This is an optimization exercise on Yosys and OpenROAD, whose aim is small area, a short achievable clock period and few clock cycles, not a production implementation.
Power is estimated from default activity; no workload was simulated.

Design st7032_encoder, start of the top module:
module st7032_encoder (
    input  wire        clk,
    input  wire        rst,         
    input  wire        cmd_valid,
    output reg         cmd_ready,
    input  wire [15:0] cmd_word,
    input  wire [15:0] cmd_len,
    input  wire        pay_valid,
    output wire        pay_ready,
    input  wire [7:0]  pay_data,
    output reg         rsp_valid,
    output reg  [2:0]  rsp_result,
    output wire [7:0]  rsp_data,
    output wire [3:0]  rsp_step,
    output reg         ev_valid,
    input  wire        ev_ready,
    output wire [2:0]  ev_kind,
    output wire [7:0]  ev_data,
    input  wire        ev_ok,
    input  wire [7:0]  ev_rdata
);
Size in the first run: ~400 cells after synthesis, ~45 flip-flops, about 3200 um^2 of cells after synthesis.
Settings: LEC_CHECK=0, CAP_MARGIN=20, CORE_MARGIN=2, CORE_UTILIZATION=40, SETUP_SLACK_MARGIN=1.8, SLEW_MARGIN=20; clock period 4.0 ns.
standard.sh (not shown) runs the stock make flow with config.mk's settings and CLKGATE_MAP_FILE= SYNTH_SCRIPT=/design/flow/synth_recipe.tcl, a recipe that flattens the netlist after the stock synthesis.
==> flow/flow/run.sh <==
#!/bin/bash
set -euo pipefail
cd "$(dirname "$0")/.."
export BUFFER_PORTS_ARGS="-buffer_cell sky130_fd_sc_hd__buf_1"
DU="sky130_fd_sc_hd__probe_p_8 sky130_fd_sc_hd__probec_p_8 sky130_fd_sc_hd__lpflow_bleeder_1 sky130_fd_sc_hd__lpflow_clkbufkapwr_1 sky130_fd_sc_hd__lpflow_clkbufkapwr_16 sky130_fd_sc_hd__lpflow_clkbufkapwr_2 sky130_fd_sc_hd__lpflow_clkbufkapwr_4 sky130_fd_sc_hd__lpflow_clkbufkapwr_8 sky130_fd_sc_hd__lpflow_clkinvkapwr_1 sky130_fd_sc_hd__lpflow_clkinvkapwr_16 sky130_fd_sc_hd__lpflow_clkinvkapwr_2 sky130_fd_sc_hd__lpflow_clkinvkapwr_4 sky130_fd_sc_hd__lpflow_clkinvkapwr_8 sky130_fd_sc_hd__lpflow_decapkapwr_12 sky130_fd_sc_hd__lpflow_decapkapwr_3 sky130_fd_sc_hd__lpflow_decapkapwr_4 sky130_fd_sc_hd__lpflow_decapkapwr_6 sky130_fd_sc_hd__lpflow_decapkapwr_8 sky130_fd_sc_hd__lpflow_inputiso0n_1 sky130_fd_sc_hd__lpflow_inputiso0p_1 sky130_fd_sc_hd__lpflow_inputiso1n_1 sky130_fd_sc_hd__lpflow_inputiso1p_1 sky130_fd_sc_hd__lpflow_inputisolatch_1 sky130_fd_sc_hd__lpflow_isobufsrc_1 sky130_fd_sc_hd__lpflow_isobufsrc_16 sky130_fd_sc_hd__lpflow_isobufsrc_2 sky130_fd_sc_hd__lpflow_isobufsrc_4 sky130_fd_sc_hd__lpflow_isobufsrc_8 sky130_fd_sc_hd__lpflow_isobufsrckapwr_16 sky130_fd_sc_hd__lpflow_lsbuf_lh_hl_isowell_tap_1 sky130_fd_sc_hd__lpflow_lsbuf_lh_hl_isowell_tap_2 sky130_fd_sc_hd__lpflow_lsbuf_lh_hl_isowell_tap_4 sky130_fd_sc_hd__lpflow_lsbuf_lh_isowell_4 sky130_fd_sc_hd__lpflow_lsbuf_lh_isowell_tap_1 sky130_fd_sc_hd__lpflow_lsbuf_lh_isowell_tap_2 sky130_fd_sc_hd__lpflow_lsbuf_lh_isowell_tap_4"
for c in or4_1 or4_2 or4_4 or4b_1 or4b_2 or4b_4 or4bb_1 or4bb_2 or4bb_4 nor4_1 nor4_2 nor4_4 nor4b_1 nor4b_2 nor4b_4 nor4bb_1 nor4bb_2 nor4bb_4 or3_1 or3_2 or3_4 or3b_1 or3b_2 or3b_4; do
  DU="$DU sky130_fd_sc_hd__$c"
done
bash standard.sh "DONT_USE_CELLS=$DU" finish > make_finish.log 2>&1
==> next run, changes <==
--- a/flow/design.v
+++ b/flow/design.v
@@ -43,37 +43,38 @@
     localparam [6:0] S_WSEL  = 7'd1 << I_WSEL;
     localparam [6:0] S_WBYTE = 7'd1 << I_WBYTE;
     localparam [6:0] S_END   = 7'd1 << I_END;
     localparam [6:0] S_REQ   = 7'd1 << I_REQ;
     localparam [6:0] S_WAIT  = 7'd1 << I_WAIT;
     reg [6:0]  st;          
     reg [3:0]  op;          
     reg        ready;       
     reg        lines2;      
     reg [7:0]  b;           
     reg [15:0] c;           
+    reg        dv;          
     reg        sf;          
     wire busy = !cmd_ready;
     wire idle = cmd_ready;
     wire is_init  = (op == 4'h0);
     wire is_avail = (op == 4'h1);
     wire is_pseq  = (op == 4'h3);
     wire is_data  = (op[3:1] == 3'b001);
     wire in_write = st[I_WSEL] || st[I_WBYTE];
     assign ev_kind   = {st[I_REQ] || st[I_WAIT],
                         in_write || st[I_END],
                         st[I_BEGIN] || st[I_END] || st[I_WAIT]};
     assign ev_data   = b;
     reg        pmw;
     assign pay_ready = pmw && (ev_ready || !ev_valid);
-    assign rsp_data  = b;
+    assign rsp_data  = b & {8{dv}};
     assign rsp_step  = ~c[3:0] & {4{sf}};
     wire [3:0] w_op = cmd_word[15:12];
     wire [2:0] w_f  = cmd_word[10:8];
     wire [7:0] w_a  = cmd_word[7:0];
     wire w_is2  = (w_op == 4'h2);
     wire w_isA  = (w_op == 4'hA);
     wire w_isB  = (w_op == 4'hB);
     wire w_is7  = (w_op == 4'h7);
     wire w_is6  = (w_op == 4'h6);
     wire w_use_alo = w_is2 || w_isA || w_isB;                  
     wire w_use_a7  = w_is2 || w_isB;                           
@@ -192,22 +193,29 @@
         else if (f_end)
             st <= S_WAIT;
     always @(posedge clk)
         if (acc)
             rsp_result <= w_res;
         else if (f_req)
             rsp_result <= {!ev_ok, 2'b00};
         else if (f_end)
             rsp_result <= {1'b0, {2{!is_avail && !ev_ok}}};
     always @(posedge clk)
         if (acc)
+            dv <= 1'b0;
+        else if (f_req)
+            dv <= ev_ok;
+        else if (f_end)
+            dv <= is_avail;
+    always @(posedge clk)
+        if (acc)
             sf <= 1'b0;
         else if (init_bad)
             sf <= 1'b1;
     always @(posedge clk) begin
         if (rst || idle)
             pmw <= 1'b0;
         else if (f_begin)
             pmw <= is_pseq && (c != 16'd0);
         else if (take)
             pmw <= (c != 16'd1);
     end
@@ -220,25 +228,25 @@
             assign cz[gi] = cz[gi - 1] && !c[gi - 1];
         end
     endgenerate
     wire [15:0] w_c = (w_op == 4'h3) ? cmd_len :
                       {cmd_len[15:11], cmd_word[10:4], cmd_word[3:1] | {3{w_op == 4'h0}}, cmd_word[0]};
     wire [15:0] c_dec = c ^ (cz & {16{dec}});
     always @(posedge clk) begin
         c[15:4] <= idle ? w_c[15:4] : c_dec[15:4];
         c[3:0]  <= acc  ? w_c[3:0]  : c_dec[3:0];     
     end
     wire ld_sel  = f_begin;
-    wire ld_3e   = (acc && w_run) || init_adv;
+    wire ld_3e   = acc || init_adv;
     wire ld_w    = f_end;                 
-    wire ld_w23  = f_wait1 && is_init && !err && (step1 || step9);
-    wire b_hold  = !(acc || init_adv || ld_sel || f_cbyte || take || ld_w || f_wait || f_req);
+    wire ld_w23  = f_wait1 && is_init && (step1 || step9);
+    wire b_hold  = !(ld_3e || ld_sel || f_cbyte || take || ld_w || ld_w23 || f_req);
     always @(posedge clk)
         b <= ({8{ld_3e}}             & 8'h3E)                     |
              ({8{ld_sel}}            & {1'b0, is_data, 6'b0})     |
              ({8{f_cbyte}}           & cbyte)                     |
              ({8{take}}              & pay_data)                  |
-             ({8{ld_w}}              & {7'b0, is_avail ? ev_ok : !is_data}) |
+             ({8{ld_w}}              & {7'b0, ev_ok || !is_avail}) |
              ({8{ld_w23}}            & {6'b0, 1'b1, step9})      |
-             ({8{f_req && ev_ok}}    & rd_byte)                   |
+             ({8{f_req}}             & rd_byte)                   |
              ({8{b_hold}}            & b);
 endmodule
The new run passed the timing, design-rule and antenna checks.
Count of clock-buffer cells in the layout does not change.
Register-to-register slack hardly moves.
Global-route usage goes down by 1.7 points.
Final cell count goes down by 2.4%.
Clock power goes up by 14%.
Via count goes down by 5.9%.
Sequential share of layout area goes up by 0.82 points.
Synthesized cell count goes down by 4.8%.
First-iteration DRC count goes down by 39%.
Routed wire length goes down by 7.4%.
Cell area goes down by 1.2%.
Core utilization goes down by 0.62 points.
Worst setup slack barely changes.
Non-clock buffer count goes down by 8.
No functional check of the RTL was part of any run of this note.

re-timing with driven ports:
The flow's constraints put no driver on any port. The routed layouts listed below were extracted and timed again, unchanged, in two steps. Step 1, drivers: a clkbuf_16 drives clk and a buf_2 each remaining input, both assumed. Step 2 moves the port delays by t, midway between the first and last clock arrival at a register: inputs arrive t later, outputs are due t later. That takes back most of the time a late clock gives input paths. Three values: no drivers, after step 1, after step 2; two values: the first two.
| run | t, ns | setup slack, ns | pins driven straight from the clock port |
|---|---|---|---|
| the first run | 0.325 | 1.817 / 1.764 / 1.493 | 1 |
| the second run | 0.326 | 1.820 / 1.795 / 1.551 | 1 |
After both steps every run listed still meets setup and hold. The setup slack of the first run, which loses most, moves by -0.053 ns with the drivers and by -0.324 ns with both steps.
